What follows belongs to an exercise in optimizing a design on an open flow for small area, a short achievable clock period and few clock cycles per item; a production flow would make more cautious choices. At most, simulation tests tie the RTL to the original design; equivalence was not proved. Power figures rest on the tool's default switching activity, not on a simulated workload.

==> flow/design.v <==
module pfc_pixel_encoder (
    input  wire        clk,
    input  wire        rst,         
    input  wire        in_valid,
    output wire        in_ready,
    input  wire [23:0] in_color,    
    input  wire [7:0]  in_bright,
    output wire        out_valid,
    input  wire        out_ready,
    output wire [7:0]  out_data,
    output wire        out_last     
);
    reg  [3:0]  fpos;       
    reg  [21:0] s_q;        
    reg  [1:0]  top_n;      
    reg  [7:0]  p_q;        
    reg  [7:0]  b_q;        
    reg  [1:0]  c_q;        
    reg  [1:0]  c11_q;      
    reg         cact;       
    reg         tk;         
    reg         ovalid;     
    reg         ovalid_o;   
    reg         last_q;     
    reg         irdy;       
    wire [1:0] lane = fpos[3:2];
    wire [1:0] step = fpos[1:0];
    wire f0  = (fpos == 4'd0);
    wire f10 = lane[1] & (step == 2'd2);
    wire f11 = lane[1] & (step == 2'd3);
    wire shift = ovalid ? out_ready : (~f0 | in_valid | tk);
    wire take  = irdy & in_valid;
    wire ld    = shift & in_valid & (f0 | (cact & ~f11));
    wire [7:0] c_lane = lane[1] ? in_color[7:0] : lane[0] ? in_color[15:8] : in_color[23:16];
    wire [1:0] c_sel  = c_lane[2 * step +: 2];
    wire       lane_start = (step == 2'd1);
    wire [7:0] base = lane_start ? 8'd0 : p_q;
    wire [9:0] t    = {2'b00, base}
                    + (c_q[0] ? {2'b00, b_q} : 10'd0)
                    + (c_q[1] ? {1'b0, b_q, 1'b0} : 10'd0);
    wire [7:0] xl   = {s_q[1:0], s_q[3:2], s_q[5:4], s_q[7:6]};
    wire [8:0] cy;
    assign cy[0] = 1'b1;
    genvar i;
    generate
        for (i = 0; i < 8; i = i + 1) begin : g_conv
            assign cy[i+1] = (p_q[i] ^ xl[i]) ? cy[i] : p_q[i];
        end
    endgenerate
    wire [7:0] q = p_q + {7'd0, cy[8]};
    always @(posedge clk) begin
        if (rst) begin
            fpos   <= 4'd0;
            cact   <= 1'b0;
            tk     <= 1'b0;
            ovalid <= 1'b0;
            ovalid_o <= 1'b0;
            last_q <= 1'b1;
            irdy   <= 1'b0;
        end else begin
            if (shift) begin
                fpos   <= f11 ? 4'd0 : fpos + 4'd1;
                last_q <= f11;
                if (f0) begin
                    ovalid <= tk;
                    ovalid_o <= tk;
                    tk     <= 1'b0;
                end
            end
            if (ld & f0)
                cact <= 1'b1;
            if (ld & f10)
                irdy <= 1'b1;
            if (take) begin
                cact <= 1'b0;
                tk   <= 1'b1;
                irdy <= 1'b0;
            end
        end
    end
    always @(posedge clk) begin
        if (ld) begin
            c_q <= c_sel;
            b_q <= in_bright;
        end
        if (shift & f11)
            c_q <= take ? c_sel : c11_q;
        if (take)
            c11_q <= in_color[7:6];
        if (shift) begin
            p_q <= t[9:2];
            top_n <= ~s_q[21:20];
            if (lane_start)
                s_q <= {s_q[19:8], q, t[1:0]};
            else
                s_q <= {s_q[19:0], t[1:0]};
        end
    end
    assign in_ready  = irdy;
    assign out_valid = ovalid_o;
    assign out_last  = last_q;
    assign out_data  = {{3{top_n[0]}}, 2'b01, {3{top_n[1]}}};
endmodule
clock: 15.0 ns
lec_check: 0
cap_margin: 20
core_margin: 2
core_utilization: 40
slew_margin: 20
standard.sh (not shown) runs the stock make flow with config.mk's settings and CLKGATE_MAP_FILE= SYNTH_SCRIPT=/design/flow/synth_recipe.tcl, a recipe that flattens the netlist after the stock synthesis.
==> flow/flow/run.sh <==
#!/bin/bash
export BUFFER_PORTS_ARGS="-buffer_cell sky130_fd_sc_hd__buf_1"
export SETUP_SLACK_MARGIN=10.9
export CTS_ARGS="-repair_clock_nets -dont_use_dummy_load"
bash standard.sh > standard.log 2>&1
Then changed:
--- a/flow/design.v
+++ b/flow/design.v
@@ -34,10 +34,11 @@
     wire [7:0] c_lane = lane[1] ? in_color[7:0] : lane[0] ? in_color[15:8] : in_color[23:16];
     wire [1:0] c_sel  = c_lane[2 * step +: 2];
     wire       lane_start = (step == 2'd1);
+    wire [1:0] cp   = f0 ? c11_q : c_q;
     wire [7:0] base = lane_start ? 8'd0 : p_q;
     wire [9:0] t    = {2'b00, base}
-                    + (c_q[0] ? {2'b00, b_q} : 10'd0)
-                    + (c_q[1] ? {1'b0, b_q, 1'b0} : 10'd0);
+                    + (cp[0] ? {2'b00, b_q} : 10'd0)
+                    + (cp[1] ? {1'b0, b_q, 1'b0} : 10'd0);
     wire [7:0] xl   = {s_q[1:0], s_q[3:2], s_q[5:4], s_q[7:6]};
     wire [8:0] cy;
     assign cy[0] = 1'b1;
@@ -83,8 +84,6 @@
             c_q <= c_sel;
             b_q <= in_bright;
         end
-        if (shift & f11)
-            c_q <= take ? c_sel : c11_q;
         if (take)
             c11_q <= in_color[7:6];
         if (shift) begin
After rerunning: Area after synthesis fell by 2.0%. Setup slack gains 100 ps. Cell area fell by 0.88%. Sequential power is about the same. Critical path depth fell by 2. Wire length rose by 2.1%. Total power rose by 2.1%. Clock skew rose by 18 ps. Core utilization is about the same. Final cell count fell by 3.0%. Die area fell by 1.9%.
Testbench counts after the change, summed over its fixed seeds: cycles 24,688, items 2,048.
Only the layout flow was run in the first run of this note; the RTL was not checked for function there.

========
oak:
RTL: one of the versions met above, not the one the previous note started from.
Size: ~250 cells after synthesis, about 53 flip-flops, roughly 47 I/O pins.
// pfc_pixel_encoder
module pfc_pixel_encoder (
    input  wire        clk,
    input  wire        rst,         
    input  wire        in_valid,
    output wire        in_ready,
    input  wire [23:0] in_color,    
    input  wire [7:0]  in_bright,
    output wire        out_valid,
    input  wire        out_ready,
    output wire [7:0]  out_data,
    output wire        out_last     
);
==> module pfc_pixel_encoder, before the edit <==
module pfc_pixel_encoder (
    input  wire        clk,
    input  wire        rst,         
    input  wire        in_valid,
    output wire        in_ready,
    input  wire [23:0] in_color,    
    input  wire [7:0]  in_bright,
    output wire        out_valid,
    input  wire        out_ready,
    output wire [7:0]  out_data,
    output wire        out_last     
);
    reg  [3:0]  fpos;       
    reg  [21:0] s_q;        
    reg  [1:0]  top_n;      
    reg  [7:0]  p_q;        
    reg  [7:0]  b_q;        
    reg  [1:0]  c_q;        
    reg  [1:0]  c11_q;      
    reg         cact;       
    reg         tk;         
    reg         ovalid;     
    reg         ovalid_o;   
    reg         last_q;     
    reg         irdy;       
    wire [1:0] lane = fpos[3:2];
    wire [1:0] step = fpos[1:0];
    wire f0  = (fpos == 4'd0);
    wire f10 = lane[1] & (step == 2'd2);
    wire f11 = lane[1] & (step == 2'd3);
    wire shift = ovalid ? out_ready : (~f0 | in_valid | tk);
    wire take  = irdy & in_valid;
    wire ld    = shift & in_valid & (f0 | (cact & ~f11));
    wire [7:0] c_lane = lane[1] ? in_color[7:0] : lane[0] ? in_color[15:8] : in_color[23:16];
    wire [1:0] c_sel  = c_lane[2 * step +: 2];
    wire       lane_start = (step == 2'd1);
    wire [1:0] cp   = f0 ? c11_q : c_q;
    wire [7:0] base = lane_start ? 8'd0 : p_q;
    wire [9:0] t    = {2'b00, base}
                    + (cp[0] ? {2'b00, b_q} : 10'd0)
                    + (cp[1] ? {1'b0, b_q, 1'b0} : 10'd0);
    wire [7:0] xl   = {s_q[1:0], s_q[3:2], s_q[5:4], s_q[7:6]};
    wire [8:0] cy;
    assign cy[0] = 1'b1;
    genvar i;
    generate
        for (i = 0; i < 8; i = i + 1) begin : g_conv
            assign cy[i+1] = (p_q[i] ^ xl[i]) ? cy[i] : p_q[i];
        end
    endgenerate
    wire [7:0] q = p_q + {7'd0, cy[8]};
    always @(posedge clk) begin
        if (rst) begin
            fpos   <= 4'd0;
            cact   <= 1'b0;
            tk     <= 1'b0;
            ovalid <= 1'b0;
            ovalid_o <= 1'b0;
            last_q <= 1'b1;
            irdy   <= 1'b0;
        end else begin
            if (shift) begin
                fpos   <= f11 ? 4'd0 : fpos + 4'd1;
                last_q <= f11;
                if (f0) begin
                    ovalid <= tk;
                    ovalid_o <= tk;
                    tk     <= 1'b0;
                end
            end
            if (ld & f0)
                cact <= 1'b1;
            if (ld & f10)
                irdy <= 1'b1;
            if (take) begin
                cact <= 1'b0;
                tk   <= 1'b1;
                irdy <= 1'b0;
            end
        end
    end
    always @(posedge clk) begin
        if (ld) begin
            c_q <= c_sel;
            b_q <= in_bright;
        end
        if (take)
            c11_q <= in_color[7:6];
        if (shift) begin
            p_q <= t[9:2];
            top_n <= ~s_q[21:20];
            if (lane_start)
                s_q <= {s_q[19:8], q, t[1:0]};
            else
                s_q <= {s_q[19:0], t[1:0]};
        end
    end
    assign in_ready  = irdy;
    assign out_valid = ovalid_o;
    assign out_last  = last_q;
    assign out_data  = {{3{top_n[0]}}, 2'b01, {3{top_n[1]}}};
endmodule
Settings: LEC_CHECK=0, CAP_MARGIN=20, CORE_MARGIN=2, CORE_UTILIZATION=40, SLEW_MARGIN=20; clock period 15.0 ns.
Scripts as last shown in full above: flow/flow/run.sh
oak | stages: all done | timing, DRC, antenna: all pass
Testbench counts of oak, summed over its fixed seeds: cycles 24,688, items 2,048.
Setup changes, oak to pine
--- a/flow/design.v
+++ b/flow/design.v
@@ -97,5 +97,5 @@
     end
     assign in_ready  = irdy;
-    assign out_valid = ovalid_o;
+    assign out_valid = ovalid;
     assign out_last  = last_q;
     assign out_data  = {{3{top_n[0]}}, 2'b01, {3{top_n[1]}}};
## What came out
Across pine and oak, the outcome is the same: a clean finish for every run.
NOTE: global-route usage in pine falls short of that of oak
Measured against each other, pine and oak differ in final weighted congestion in routability-driven placement, the higher figure coming from pine.
Maximum cell stage delay along the critical path ends up lower on oak.
pine ends up with lower required time at the endpoint of the critical path than oak does.
pine: combined area of the multi-input logic cells is about 3% higher than what oak reported.
Sequential share of layout area: pine vs oak down 0.68 points
Changes observed in pine relative to oak: wire length of the first global-routing pass has decreased, worst hold margin has decreased.
Only the layout flow was run in pine; the RTL was not checked for function there.

-- port drivers added, routing unchanged --
In the flow no input, the clock included, has a driving cell. The finished layouts below were timed again as built, in two steps.
Step 1 (the two cells are an assumption about what drives the block):
set clk [get_ports {clk}]
set_driving_cell -lib_cell sky130_fd_sc_hd__clkbuf_16 $clk
set_driving_cell -lib_cell sky130_fd_sc_hd__buf_2 [delete_from_list [all_inputs] $clk]
Step 2 moves the port delays by t, midway between the first and last clock arrival at a register: inputs arrive t later, outputs are due t later. That takes back most of the time a late clock gives input paths.
Slacks: no drivers / after step 1 / after step 2; pairs: no drivers / after step 1.
| run | shift t [ns] | setup slack, ns | cell pins on the clock port's net |
|---|---|---|---|
| the first run of note 1 | 0.329 | 10.981 / 10.990 / 10.661 | 1 |
| the second run of note 1 | 0.319 | 11.081 / 11.063 / 10.768 | 1 |
| oak | 0.319 | 11.081 / 11.063 / 10.768 | 1 |
| pine | 0.320 | 11.056 / 11.057 / 10.737 | 1 |
After both steps every run listed still meets setup and hold. The setup slack of the first run of note 1, which loses most, moves by +0.009 ns with the drivers and by -0.320 ns with both steps.
